Source: an optimization exercise on an open RTL-to-GDS flow (aim: small area and few clock cycles). Production flows keep margins and buffers that such runs may drop. In this exercise RTL edits were held to simulation tests only and were not proved equivalent to the original. Power and IR drop assume default switching activity.

## flow/config.mk

```make
export PLATFORM = sky130hd
export DESIGN_NAME = gc9106_engine
export DESIGN_NICKNAME = gc9106_engine
export VERILOG_FILES = /design/flow/design.v
export SDC_FILE = /design/flow/constraint.sdc
export NUM_CORES = 4
export LEC_CHECK = 0
export CAP_MARGIN = 20
export CORE_MARGIN = 2
export CORE_UTILIZATION = 40
export SLEW_MARGIN = 20
```

## flow/constraint.sdc

```tcl
create_clock -name core_clock -period 12.0 [get_ports {clk}]
set_input_delay 2.4000 -clock core_clock [delete_from_list [all_inputs] [get_ports {clk}]]
set_output_delay 2.4000 -clock core_clock [all_outputs]
set_load 0.01 [all_outputs]
```

## flow/design.v

```verilog
module gc9106_spi (
    input  wire       clk,
    input  wire       rst,
    input  wire       ld,         
    input  wire       ld_dc,      
    input  wire [7:0] ld_byte,
    output wire       last,       
    output wire       sclk,
    output wire       mosi,
    output reg        dc
);
    reg [7:0] shreg;
    reg [3:0] bc;
    reg       act;
    assign last = act & (bc == 4'd15);
    assign sclk = act & bc[0];
    assign mosi = shreg[7];
    always @(posedge clk) begin
        if (rst)
            act <= 1'b0;
        else if (ld)
            act <= 1'b1;
        else if (last)
            act <= 1'b0;
    end
    always @(posedge clk) begin
        if (ld) begin
            shreg <= ld_byte;
            dc    <= ld_dc;
            bc    <= 4'd0;
        end else begin
            bc <= bc + 4'd1;
            if (bc[0])
                shreg <= {shreg[6:0], 1'b0};
        end
    end
endmodule
module gc9106_pixconv (
    input  wire [23:0] rgb,
    output wire [7:0]  q332,
    output wire [15:0] q565,
    input  wire [7:0]  p332,
    output wire [15:0] x565
);
    assign q332 = {rgb[23:21], rgb[15:13], rgb[7:6]};
    assign q565 = {rgb[23:19], rgb[15:10], rgb[7:3]};
    assign x565 = {p332[7:5], p332[7:6],                
                   p332[4:2], p332[4:2],                
                   p332[1:0], p332[1:0], p332[1]};      
endmodule
module gc9106_engine (
    input  wire        clk,
    input  wire        rst,           
    input  wire        host_we,
    input  wire [5:0]  host_addr,     
    input  wire [31:0] host_wdata,
    output reg  [31:0] host_rdata,    
    input  wire        tick_ms,
    output wire [15:0] rom_addr,
    input  wire [7:0]  rom_data,
    input  wire [15:0] rom_len,       
    output wire [13:0] fb_addr,
    output wire        fb_we,
    output wire [1:0]  fb_be,         
    output wire [15:0] fb_wdata,
    input  wire [15:0] fb_rdata,
    output reg         lcd_cs_n,
    output wire        lcd_dc,
    output wire        lcd_sclk,
    output wire        lcd_mosi,
    output reg         lcd_rst_n
);
    function [16:0] add16;               
        input [15:0] a;
        input [15:0] b;
        input        ci;
        integer i;
        reg c;
        begin
            c = ci;
            for (i = 0; i < 16; i = i + 1) begin
                add16[i] = a[i] ^ b[i] ^ c;
                c = (a[i] & b[i]) | (c & (a[i] ^ b[i]));
            end
            add16[16] = c;
        end
    endfunction
    function [8:0] add8;                 
        input [7:0] a;
        input [7:0] b;
        input       ci;
        integer i;
        reg c;
        begin
            c = ci;
            for (i = 0; i < 8; i = i + 1) begin
                add8[i] = a[i] ^ b[i] ^ c;
                c = (a[i] & b[i]) | (c & (a[i] ^ b[i]));
            end
            add8[8] = c;
        end
    endfunction
    function lt8;                        
        input [7:0] a;
        input [7:0] b;
        integer i;
        reg c;
        begin
            c = 1'b1;
            for (i = 0; i < 8; i = i + 1)
                c = (a[i] & ~b[i]) | (c & ~(a[i] ^ b[i]));
            lt8 = ~c;
        end
    endfunction
    function [8:0] dec9;
        input [8:0] a;
        integer i;
        reg b;
        begin
            b = 1'b1;
            for (i = 0; i < 9; i = i + 1) begin
                dec9[i] = a[i] ^ b;
                b = b & ~a[i];
            end
        end
    endfunction
    function [7:0] dec8;
        input [7:0] a;
        integer i;
        reg b;
        begin
            b = 1'b1;
            for (i = 0; i < 8; i = i + 1) begin
                dec8[i] = a[i] ^ b;
                b = b & ~a[i];
            end
        end
    endfunction
    localparam [2:0] ST_UNINIT   = 3'd0;
    localparam [2:0] ST_RESET    = 3'd1;
    localparam [2:0] ST_PLAY     = 3'd2;
    localparam [2:0] ST_CONFIG   = 3'd3;
    localparam [2:0] ST_READY    = 3'd4;
    localparam [2:0] ST_TRANSMIT = 3'd5;
    localparam [2:0] ST_FAILED   = 3'd6;
    localparam [4:0] S_IDLE  = 5'd0;
    localparam [4:0] S_VGX   = 5'd1;    
    localparam [4:0] S_VGY   = 5'd2;    
    localparam [4:0] S_VN    = 5'd3;    
    localparam [4:0] S_VLOOP = 5'd4;    
    localparam [4:0] S_VCF   = 5'd5;    
    localparam [4:0] S_VCF2  = 5'd6;    
    localparam [4:0] S_RST0  = 5'd7;    
    localparam [4:0] S_RSTL  = 5'd8;    
    localparam [4:0] S_PN0   = 5'd9;    
    localparam [4:0] S_PN    = 5'd10;   
    localparam [4:0] S_PW    = 5'd11;   
    localparam [4:0] S_REC   = 5'd12;   
    localparam [4:0] S_R1    = 5'd13;
    localparam [4:0] S_R2    = 5'd14;   
    localparam [4:0] S_ARG   = 5'd15;   
    localparam [4:0] S_DSL   = 5'd16;   
    localparam [4:0] S_MD    = 5'd17;   
    localparam [4:0] S_ME    = 5'd18;
    localparam [4:0] S_MDS   = 5'd19;
    localparam [4:0] S_INV   = 5'd20;
    localparam [4:0] S_IE    = 5'd21;
    localparam [4:0] S_IDS   = 5'd22;
    localparam [4:0] S_HDR   = 5'd23;
    localparam [4:0] S_PIX   = 5'd24;
    localparam [4:0] S_UEND  = 5'd25;
    localparam [4:0] S_UDS   = 5'd26;
    reg [2:0]  state;
    reg [4:0]  err;           
    reg [15:0] cfg_width, cfg_height, cfg_colstart, cfg_rowstart;
    reg [5:0]  cfg_mode;
    reg        geom_vld;
    reg [15:0] pix_x, pix_y;
    reg [23:0] pix_color;
    wire busy = state[0] | (state[1] & ~state[2]);
    wire fmt8        = cfg_mode[0];
    wire mode_invert = cfg_mode[2];
    wire rst_present = cfg_mode[5];
    wire [7:0] mode_byte = {cfg_mode[4], cfg_mode[3], 2'b00, cfg_mode[1], 3'b000};
    wire w_def = (cfg_width    == 16'd0);
    wire h_def = (cfg_height   == 16'd0);
    wire c_def = (cfg_colstart == 16'd0);
    wire [15:0] res_w  = w_def ? 16'd80  : cfg_width;
    wire [15:0] res_h  = h_def ? 16'd160 : cfg_height;
    wire [15:0] res_cs = c_def ? 16'd24  : cfg_colstart;
    wire [15:0] res_rs = cfg_rowstart;
    wire [7:0] W8  = res_w[7:0];
    wire [7:0] H8  = res_h[7:0];
    wire [7:0] CS8 = res_cs[7:0];
    wire [7:0] RS8 = res_rs[7:0];
    reg [4:0]  seq;
    reg [15:0] ptr;          
    reg [7:0]  nrec;         
    reg [8:0]  cnt;          
    reg        cf_d;         
    reg        hi;           
    reg        clearing;
    reg        sp_pend;      
    assign rom_addr = ptr;
    wire [7:0]  mul_a = sp_pend ? pix_y[7:0] : H8;
    wire [14:0] mul_b = sp_pend ? {7'd0, pix_x[7:0]} : 15'h7FFF;
    wire [14:0] P     = W8 * mul_a + mul_b;
    wire [14:0] M     = P;
    wire       sel_y = (seq == S_VGY) | ((seq == S_HDR) & (cnt[3:0] < 4'd5));
    wire [7:0] wa    = sel_y ? RS8 : CS8;
    wire [7:0] wb    = sel_y ? H8  : W8;
    wire [8:0] wsum0 = add8(wa, wb, 1'b0);
    wire [8:0] wsum  = {dec9(wsum0)};
    wire x_hi_ok = (res_cs[15:8] == 8'd0) & (res_w[15:8] == 8'd0);
    wire y_hi_ok = (res_rs[15:8] == 8'd0) & (res_h[15:8] == 8'd0);
    wire x_ok    = x_hi_ok & ~lt8(8'd131, wsum[7:0]) & ~wsum[8];
    wire y_ok    = y_hi_ok & ~lt8(8'd161, wsum[7:0]) & ~wsum[8] & (fmt8 | ~M[14]);
    wire in_range = (pix_x[15:8] == 8'd0) & lt8(pix_x[7:0], W8) &
                    (pix_y[15:8] == 8'd0) & lt8(pix_y[7:0], H8);
    wire [7:0]  c332;
    wire [15:0] c565;
    wire [7:0]  p332 = ptr[0] ? fb_rdata[7:0] : fb_rdata[15:8];
    wire [15:0] x565;
    gc9106_pixconv u_conv (
        .rgb  (pix_color),
        .q332 (c332),
        .q565 (c565),
        .p332 (p332),
        .x565 (x565)
    );
    wire        step2 = clearing & fmt8;
    reg  [7:0]  pa;
    reg         pc;
    always @(*) begin
        pa = 8'd0;
        pc = 1'b1;
        if (seq == S_VCF) begin
            pa = {1'b0, rom_data[6:0]};
            pc = rom_data[7];
        end else if (seq == S_VCF2) begin
            pa = {6'd0, nrec != 8'd0, nrec == 8'd0};
            pc = 1'b0;
        end else if (step2) begin
            pa = 8'd2;
            pc = 1'b0;
        end
    end
    wire [15:0] ptr_add = add16(ptr, {8'd0, pa}, pc);
    wire eq_h     = (ptr[14:1] == M[14:1]);
    wire eq_0     = (ptr[0] == M[0]);
    wire last_pix = eq_h & eq_0;
    wire last_clr = eq_h & (fmt8 | eq_0);
    wire [14:0] fa = sp_pend ? P : ptr[14:0];
    assign fb_addr  = fmt8 ? fa[14:1] : fa[13:0];
    assign fb_we    = clearing | (sp_pend & in_range);
    assign fb_wdata = clearing ? 16'd0 : (fmt8 ? {c332, c332} : c565);
    assign fb_be    = clearing ? {1'b1, ~(fmt8 & last_clr & ~M[0])}
                               : (fmt8 ? {~P[0], P[0]} : 2'b11);
    reg        ld;
    reg        ld_dc;
    reg  [7:0] ld_byte;
    wire       slot_last;
    gc9106_spi u_spi (
        .clk     (clk),
        .rst     (rst),
        .ld      (ld),
        .ld_dc   (ld_dc),
        .ld_byte (ld_byte),
        .last    (slot_last),
        .sclk    (lcd_sclk),
        .mosi    (lcd_mosi),
        .dc      (lcd_dc)
    );
    reg [7:0] hdr_byte;
    always @(*) begin
        case (cnt[3:0])
            4'd8:    hdr_byte = CS8;
            4'd6:    hdr_byte = wsum[7:0];
            4'd5:    hdr_byte = 8'h2B;
            4'd3:    hdr_byte = RS8;
            4'd1:    hdr_byte = wsum[7:0];
            4'd0:    hdr_byte = 8'h2C;
            default: hdr_byte = 8'h00;
        endcase
    end
    wire [3:0] widx   = host_addr[5:2];
    wire       wr_cmd = host_we & (widx == 4'h0);
    wire       wr_cfg = host_we & (widx >= 4'h2) & (widx <= 4'h6);
    wire [7:0] op     = host_wdata[7:0];
    wire       op_setup  = (op == 8'h01);
    wire       op_update = (op == 8'h02);
    wire       op_pixel  = (op == 8'h03);
    wire       op_valid  = op_setup | op_update | op_pixel;
    wire       st_uninit = (state == ST_UNINIT);
    wire       st_ready  = (state == ST_READY);
    wire       acc       = wr_cmd & ~busy & op_valid &
                           (op_setup ? st_uninit : st_ready);
    wire [8:0] dly_ms = (rom_data == 8'hFF) ? 9'd500 : {1'b0, rom_data};
    wire       cnt_z  = (cnt == 9'd0);
    wire       tick_en = tick_ms & ~cnt_z & (state == ST_RESET || state == ST_PLAY) &
                         (seq != S_ARG);
    wire [8:0] cnt_dec = dec9(cnt);
    always @(*) begin
        ld      = 1'b0;
        ld_dc   = 1'b1;
        ld_byte = rom_data;
        if (acc & op_update) begin
            ld = 1'b1; ld_dc = 1'b0; ld_byte = 8'h2A;
        end else begin
            case (seq)
                S_REC: if (cnt_z) begin
                    ld = 1'b1; ld_dc = 1'b0;
                    if (nrec == 8'd0) ld_byte = 8'h36;
                end
                S_ARG: if (slot_last & ~cnt_z) ld = 1'b1;
                S_MD:  if (slot_last) begin ld = 1'b1; ld_byte = mode_byte; end
                S_INV: begin ld = 1'b1; ld_dc = 1'b0; ld_byte = 8'h21; end
                S_HDR: if (slot_last) begin
                    ld = 1'b1;
                    ld_dc = ~((cnt[3:0] == 4'd5) | (cnt[3:0] == 4'd0));
                    ld_byte = hdr_byte;
                end
                S_PIX: if (slot_last) begin
                    ld = 1'b1;
                    if (fmt8) ld_byte = hi ? x565[15:8] : x565[7:0];
                    else      ld_byte = hi ? fb_rdata[15:8] : fb_rdata[7:0];
                end
                default: ;
            endcase
        end
    end
    always @(posedge clk) begin
        if (rst) begin
            state        <= ST_UNINIT;
            err          <= 5'd0;
            cfg_width    <= 16'd0;
            cfg_height   <= 16'd0;
            cfg_colstart <= 16'd0;
            cfg_rowstart <= 16'd0;
            cfg_mode     <= 6'd0;
            geom_vld     <= 1'b0;
            pix_x        <= 16'd0;
            pix_y        <= 16'd0;
            pix_color    <= 24'd0;
            lcd_cs_n     <= 1'b1;
            lcd_rst_n    <= 1'b1;
            seq          <= S_IDLE;
            clearing     <= 1'b0;
            sp_pend      <= 1'b0;
        end else begin
            sp_pend <= 1'b0;
            if (host_we) begin
                case (widx)
                    4'h2: if (st_uninit) cfg_width    <= host_wdata[15:0];
                    4'h3: if (st_uninit) cfg_height   <= host_wdata[15:0];
                    4'h4: if (st_uninit) cfg_colstart <= host_wdata[15:0];
                    4'h5: if (st_uninit) cfg_rowstart <= host_wdata[15:0];
                    4'h6: if (st_uninit) cfg_mode     <= host_wdata[5:0];
                    4'hB: pix_x     <= host_wdata[15:0];
                    4'hC: pix_y     <= host_wdata[15:0];
                    4'hD: pix_color <= host_wdata[23:0];
                    default: ;
                endcase
            end
            if (wr_cfg & ~st_uninit)
                err[2] <= 1'b1;
            if (wr_cmd) begin
                if (busy)
                    err[3] <= 1'b1;
                else if (!op_valid)
                    err[4] <= 1'b1;
                else if (!acc)
                    err[2] <= 1'b1;
            end
            if (acc) begin
                if (op_setup) begin
                    state <= ST_RESET;
                    seq   <= S_VGX;
                    ptr   <= 16'd0;
                    cnt   <= rst_present ? 9'd1 : 9'd100;
                end else if (op_update) begin
                    state    <= ST_TRANSMIT;
                    lcd_cs_n <= 1'b0;
                    cnt      <= 9'd9;
                    ptr      <= 16'd0;
                    hi       <= 1'b1;
                    seq      <= S_HDR;
                end else begin
                    sp_pend  <= 1'b1;
                end
            end
            if (tick_en)
                cnt <= cnt_dec;
            if (clearing) begin
                if (last_clr) begin
                    clearing <= 1'b0;
                    ptr      <= 16'd0;
                end else
                    ptr      <= ptr_add;
            end
            case (seq)
                S_IDLE: ;
                S_VGX: if (x_ok) seq <= S_VGY;
                       else begin
                           state  <= ST_FAILED;
                           err[0] <= 1'b1;
                           seq    <= S_IDLE;
                       end
                S_VGY: if (!y_ok) begin
                           state  <= ST_FAILED;
                           err[0] <= 1'b1;
                           seq    <= S_IDLE;
                       end else if (rom_len == 16'd0) begin
                           state  <= ST_FAILED;
                           err[1] <= 1'b1;
                           seq    <= S_IDLE;
                       end else
                           seq <= S_VN;
                S_VN: begin
                    nrec <= rom_data;
                    ptr  <= (rom_data == 8'd0) ? 16'd1 : 16'd2;
                    seq  <= S_VLOOP;
                end
                S_VLOOP: begin
                    if (nrec == 8'd0) begin
                        if (ptr == rom_len) begin
                            ptr      <= 16'd0;
                            clearing <= 1'b1;
                            seq      <= S_RST0;
                        end else begin
                            state  <= ST_FAILED;
                            err[1] <= 1'b1;
                            seq    <= S_IDLE;
                        end
                    end else
                        seq <= S_VCF;
                end
                S_VCF: begin
                    ptr  <= ptr_add;
                    nrec <= dec8(nrec);
                    seq  <= S_VCF2;
                end
                S_VCF2: begin
                    ptr  <= ptr_add;
                    seq  <= S_VLOOP;
                end
                S_RST0: if (!rst_present) seq <= S_PN0;
                        else if (cnt_z) begin
                            lcd_rst_n <= 1'b0;
                            cnt       <= 9'd10;
                            seq       <= S_RSTL;
                        end
                S_RSTL: if (cnt_z) begin
                            lcd_rst_n <= 1'b1;
                            cnt       <= 9'd100;
                            seq       <= S_PN0;
                        end
                S_PN0: if (!clearing) seq <= S_PN;
                S_PN: begin
                    state <= ST_PLAY;
                    nrec  <= rom_data;
                    ptr   <= 16'd1;
                    seq   <= S_PW;
                end
                S_PW: seq <= S_REC;
                S_REC: if (cnt_z) begin
                    lcd_cs_n <= 1'b0;
                    if (nrec == 8'd0) begin
                        state    <= ST_CONFIG;
                        geom_vld <= 1'b1;
                        seq      <= S_MD;
                    end else begin
                        ptr  <= ptr_add;
                        nrec <= dec8(nrec);
                        seq  <= S_R1;
                    end
                end
                S_R1: seq <= S_R2;
                S_R2: begin
                    cnt  <= {2'd0, rom_data[6:0]};
                    cf_d <= rom_data[7];
                    ptr  <= ptr_add;
                    seq  <= S_ARG;
                end
                S_ARG: if (slot_last) begin
                    if (cnt_z)
                        seq <= S_DSL;
                    else begin
                        cnt <= cnt_dec;
                        ptr <= ptr_add;
                    end
                end
                S_DSL: begin
                    lcd_cs_n <= 1'b1;
                    if (cf_d) begin
                        cnt <= dly_ms;
                        ptr <= ptr_add;
                    end
                    seq <= S_PW;
                end
                S_MD:  if (slot_last) seq <= S_ME;
                S_ME:  if (slot_last) seq <= S_MDS;
                S_MDS: begin
                    lcd_cs_n <= 1'b1;
                    if (mode_invert)
                        seq <= S_INV;
                    else begin
                        state <= ST_READY;
                        seq   <= S_IDLE;
                    end
                end
                S_INV: begin
                    lcd_cs_n <= 1'b0;
                    seq      <= S_IE;
                end
                S_IE:  if (slot_last) seq <= S_IDS;
                S_IDS: begin
                    lcd_cs_n <= 1'b1;
                    state    <= ST_READY;
                    seq      <= S_IDLE;
                end
                S_HDR: if (slot_last) begin
                    cnt <= cnt_dec;
                    if (cnt_z) seq <= S_PIX;
                end
                S_PIX: if (slot_last) begin
                    hi <= ~hi;
                    if (!hi) begin
                        if (last_pix) seq <= S_UEND;
                        else          ptr <= ptr_add;
                    end
                end
                S_UEND: if (slot_last) seq <= S_UDS;
                S_UDS: begin
                    lcd_cs_n <= 1'b1;
                    state    <= ST_READY;
                    seq      <= S_IDLE;
                end
                default: seq <= S_IDLE;
            endcase
        end
    end
    always @(*) begin
        case (host_addr[5:2])
            4'h1: host_rdata = {23'd0, err, busy, state};
            4'h2: host_rdata = {16'd0, cfg_width};
            4'h3: host_rdata = {16'd0, cfg_height};
            4'h4: host_rdata = {16'd0, cfg_colstart};
            4'h5: host_rdata = {16'd0, cfg_rowstart};
            4'h6: host_rdata = {26'd0, cfg_mode};
            4'h7: host_rdata = {16'd0, geom_vld ? res_w  : 16'd0};
            4'h8: host_rdata = {16'd0, geom_vld ? res_h  : 16'd0};
            4'h9: host_rdata = {16'd0, geom_vld ? res_cs : 16'd0};
            4'hA: host_rdata = {16'd0, geom_vld ? res_rs : 16'd0};
            4'hB: host_rdata = {16'd0, pix_x};
            4'hC: host_rdata = {16'd0, pix_y};
            4'hD: host_rdata = {8'd0, pix_color};
            default: host_rdata = 32'd0;
        endcase
    end
endmodule
```

## flow/run.sh

```bash
#!/bin/bash
# synth_recipe.tcl (not shown) runs the flow's synth.tcl, then flattens the netlist and writes it again
# the make line also repeats each setting of config.mk as NAME=value (left out here)
make -C /OpenROAD-flow-scripts/flow DESIGN_CONFIG=/design/flow/config.mk WORK_HOME=/design/flow/orfs CLKGATE_MAP_FILE= SYNTH_SCRIPT=/design/flow/synth_recipe.tcl finish
```

==> summary.md <==
| Metric | Value |
|---|---|
| Synth Warn # | `2` |
| Final worst setup slack | `1.883 ns` |
| Area of the mapped netlist | `0.01650 mm2` |
| Remaining DRCs | `0` |
| Wire per inst | `22.65 um` |
| CTS clock-pin slew for the worst setup and hold paths | `0.08 ns` |
| Commonest cells after routing, fill and taps aside | `nand2_1 (392), a21oi_1 (255), nor2_1 (158), dfxtp_1 (148), clkdlybuf4s50_1 (148)` |
| Num CTS Buffers | `17` |
| Die area | `0.04288 mm2` |
| Max-cap violations | `0` |
| Root Driver | `clkbuf_16` |
| Post-CTS setup buffer count | `0` |
| Largest net degree at the start of global routing | `77` |
| Unique masters post-synth | `96` |
| N_diodes | `0` |
| Ports | `168` |
| Row Count | `74` |
| RePlAce Congestion | `0.9524` |
| Total grt overflow | `0` |
| Non-filler cells, final | `2754` |
| CTS tree | `done` |
| CP max-delay cell | `nor4_1` |
| Initial drt markers | `1807` |
| Crit path time final | `10.12 ns` |
| Initial antenna violation count | `1` |
| Slew @ Worst Pin | `1.180 ns` |
| Syn Area/Cell | `7.652 um2` |
| Slew Limit Fails | `0` |
| Hold Buf Count CTS | `0` |
| Dominant synthesized flop cell | `dfxtp_1` |
| Post-DP HPWL | `45.93 mm` |
| Crit path kind | `reg2out` |
| Crit share post-route | `0.8431` |
| Layout Utilization | `0.4625` |
| Vias after detailed routing | `16740` |
| Filler cell count | `4125` |
| Critical Path Stages | `20` |
| Worst path cell trace | `nor4_1 -> nand4_1 -> or2b_1 -> mux2_2 -> nand2_1 -> fa_1 -> fa_1 -> fa_1 -> fa_1 -> inv_1 -> ha_1 -> or2_2 -> a2111oi_0 -> a21oi_1 -> xnor2_1 -> xor2_1 -> nand3_1 -> nand2_1 -> nand3b_1 -> clkdlybuf4s50_1` |
| First-pass GRT wire length | `96.57 mm` |
| Instance count of the mapped netlist | `2156` |
| Share of cells above drive strength 1 | `0.05941` |
| Register area share after synthesis | `0.2609` |
| Setup WS pre-CTS | `2.393 ns` |
| Critical path capture point type | `output pin` |
| Nets | `2433` |
| Outcome | `timing/DRC/antenna clean` |
| Worst IR Drop VDD | `0.00009430 V` |
| Starting density of the core | `0.4049` |
| Core ar. | `0.04074 mm2` |
| Hold Vio Cnt, Final | `0` |
| Worst setup startpoint | `cfg_height[8]$_SDFFE_PP0P_` |
| Startpoint types | `flip-flop` |
| Number of instances on the worst hold path | `2` |
| CTS sink cnt | `193` |
| GRT Total Usage | `0.2856` |
| Worst min-delay path startpoint | `pix_color[16]$_SDFFE_PP0P_` |
| Final setup violation count | `0` |
| #FFs+latches synth | `193` |
| Crit path buf inv count | `2` |
| Cts repair resizes | `0` |
| WL final | `62.37 mm` |
| Post-DRT Antenna Nets | `0` |
| Via density | `6.077` |
| Clock Skew | `0.01886 ns` |
| Delay-heaviest family, CP | `adder cells` |
| RSZ-0062 raised after global routing | `false` |
| Critical path data arrival time | `7.72 ns` |
| Most frequent CP cell | `fa_1` |
| Clock Latency Late Sink | `0.47 ns` |
| Async SR Flop Fraction | `0` |
| HP Class | `reg2reg` |
| H-tree depth | `4` |
| Most common cell after layout, fill and taps aside | `nand2_1` |
| CP max stage delay | `0.64 ns` |
| Leak | `0.007016 uW` |
| Worst Hold Slack | `0.4609 ns` |
| Dpl cells | `2722` |
| FF-to-FF Start | `seq[1]$_SDFF_PP0_` |
| CP max FO | `8` |
| DIE HEIGHT | `207.1 um` |
| # port buffers | `149` |
| Number of synthesized flops with an enable pin | `44` |
| Vias in the first global route | `16320` |
| Worst Path Required | `9.60 ns` |
| Syn-to-layout area delta | `14.21%` |
| Slew margin rel. | `0.2102` |
| Die Wd | `207.1 um` |
| Initial DRT Pass Iterations | `6` |
| Setup TNS | `0 ns` |
| Fmax | `0.09884 GHz` |
| Register-to-Register Path Depth | `24` |
| Power Density | `90.65 mW/mm2` |
| Max clock buf depth | `2` |
[power by group]
group / internal [uW] / switching, uW
combinational: 168 / 264
clock: 280 / 301
sequential: 674 / 20.9
[logic make-up after synthesis]
logic type,after synthesis,synth area share
simple gates,824,0.2267
compound gates,603,0.2324
buf+inv,278,0.06955
flops,193,0.2609
fa+ha+maj,142,0.1364
mux,61,0.04437
xor+xnor,54,0.02950
other cells,1,0.0002273
[Yosys cell counts (all sizes together), types with 25 or more instances]
library cell	count	area (um2)
a21oi	258	1299
a22oi	70	550.5
a31oi	25	162.6
and2	35	219.0
clkbuf	132	523.0
dfxtp	149	2983
edfxtp	44	1321
fa	63	1261
ha	79	988.5
inv	122	457.9
mux2i	39	390.4
nand2	392	1471
nand2b	27	168.9
nand3	51	260.3
nor2	159	599.3
nor3	35	175.2
nor4	31	200.2
o21ai	85	425.4
xnor2	36	315.3
[registers in the layout (all words and copies together) (netlist names), 9 cells and up]
name / flops
cfg_height: 16
ptr: 16
pix_color: 24
pix_y: 16
cfg_width: 16
cfg_rowstart: 16
cnt: 9
cfg_colstart: 16
pix_x: 16
[worst min-delay path: cells and delay by family, from the launching register on]
family	cells	cell delay [ns]
flops	1	0.31
simple gates	1	0.05
compound gates	1	0.05
[per-stage QoR]
stage	area, um2	power (uW)
after CTS	18830	1708
after global placement	18260	1125
after floorplan	16520	988.5
final	18840	1708
after global routing	18840	1782
after detailed placement	18270	1134
[metal layers]
layer,up-vias,routed length (um),GRT usage
met3,143,4621,0.04579
met2,829,28790,0.4647
met1,8048,26430,0.3790
met4,0,2528,0.1138
li1,7715,-,-
met5,-,0,0
[path summary, 6_finish.rpt]
kind                                end  slack, ns
min          pix_color[16]$_SDFFE_PP0P_       0.46
min reg2reg  pix_color[16]$_SDFFE_PP0P_       0.46
max                            fb_be[0]       1.88
max reg2reg         state[1]$_SDFF_PP0_       4.02
[area by class of cell]
type	instances	area (um2)	area share
Multi-Input combinational cell	1692	11110	0.5896
Sequential cell	193	4305	0.2285
Timing Repair Buffer	182	1737	0.09217
Tap cell	532	665.6	0.03533
Inverter	123	461.7	0.02450
Clock buffer	19	442.9	0.02351
Clock inverter	13	120.1	0.006375
Testbench counts, summed over its fixed seeds: cycles 2,684,657.

[re-timing with driven ports]
Ports are ideal in the flow. The routed layout listed here was re-timed in OpenROAD.
Step 1 sets driving cells, clkbuf_16 on the clock port and buf_2 on the other inputs (assumed; they add their load-dependent delay and slew).
Step 2 times the ports against the registers' clock, not the clock port: input delays grow and output delays shrink by t, the midpoint of the rising clock arrivals with the driver on.
a / b / c = no drivers / after step 1 / after step 2; a / b = the first two.
t (ns): 0.514
setup WS [ns]: 1.883 / 1.828 / 2.343
worst hold slack (ns): 0.461 / 0.461 / 0.461
worst setup path after step 2: register to output
worst register clock-pin slew, ns: 0.09 / 0.09
After both steps this run still meets setup and hold. The setup slack of this run moves by -0.055 ns with the drivers and by +0.460 ns with both steps.
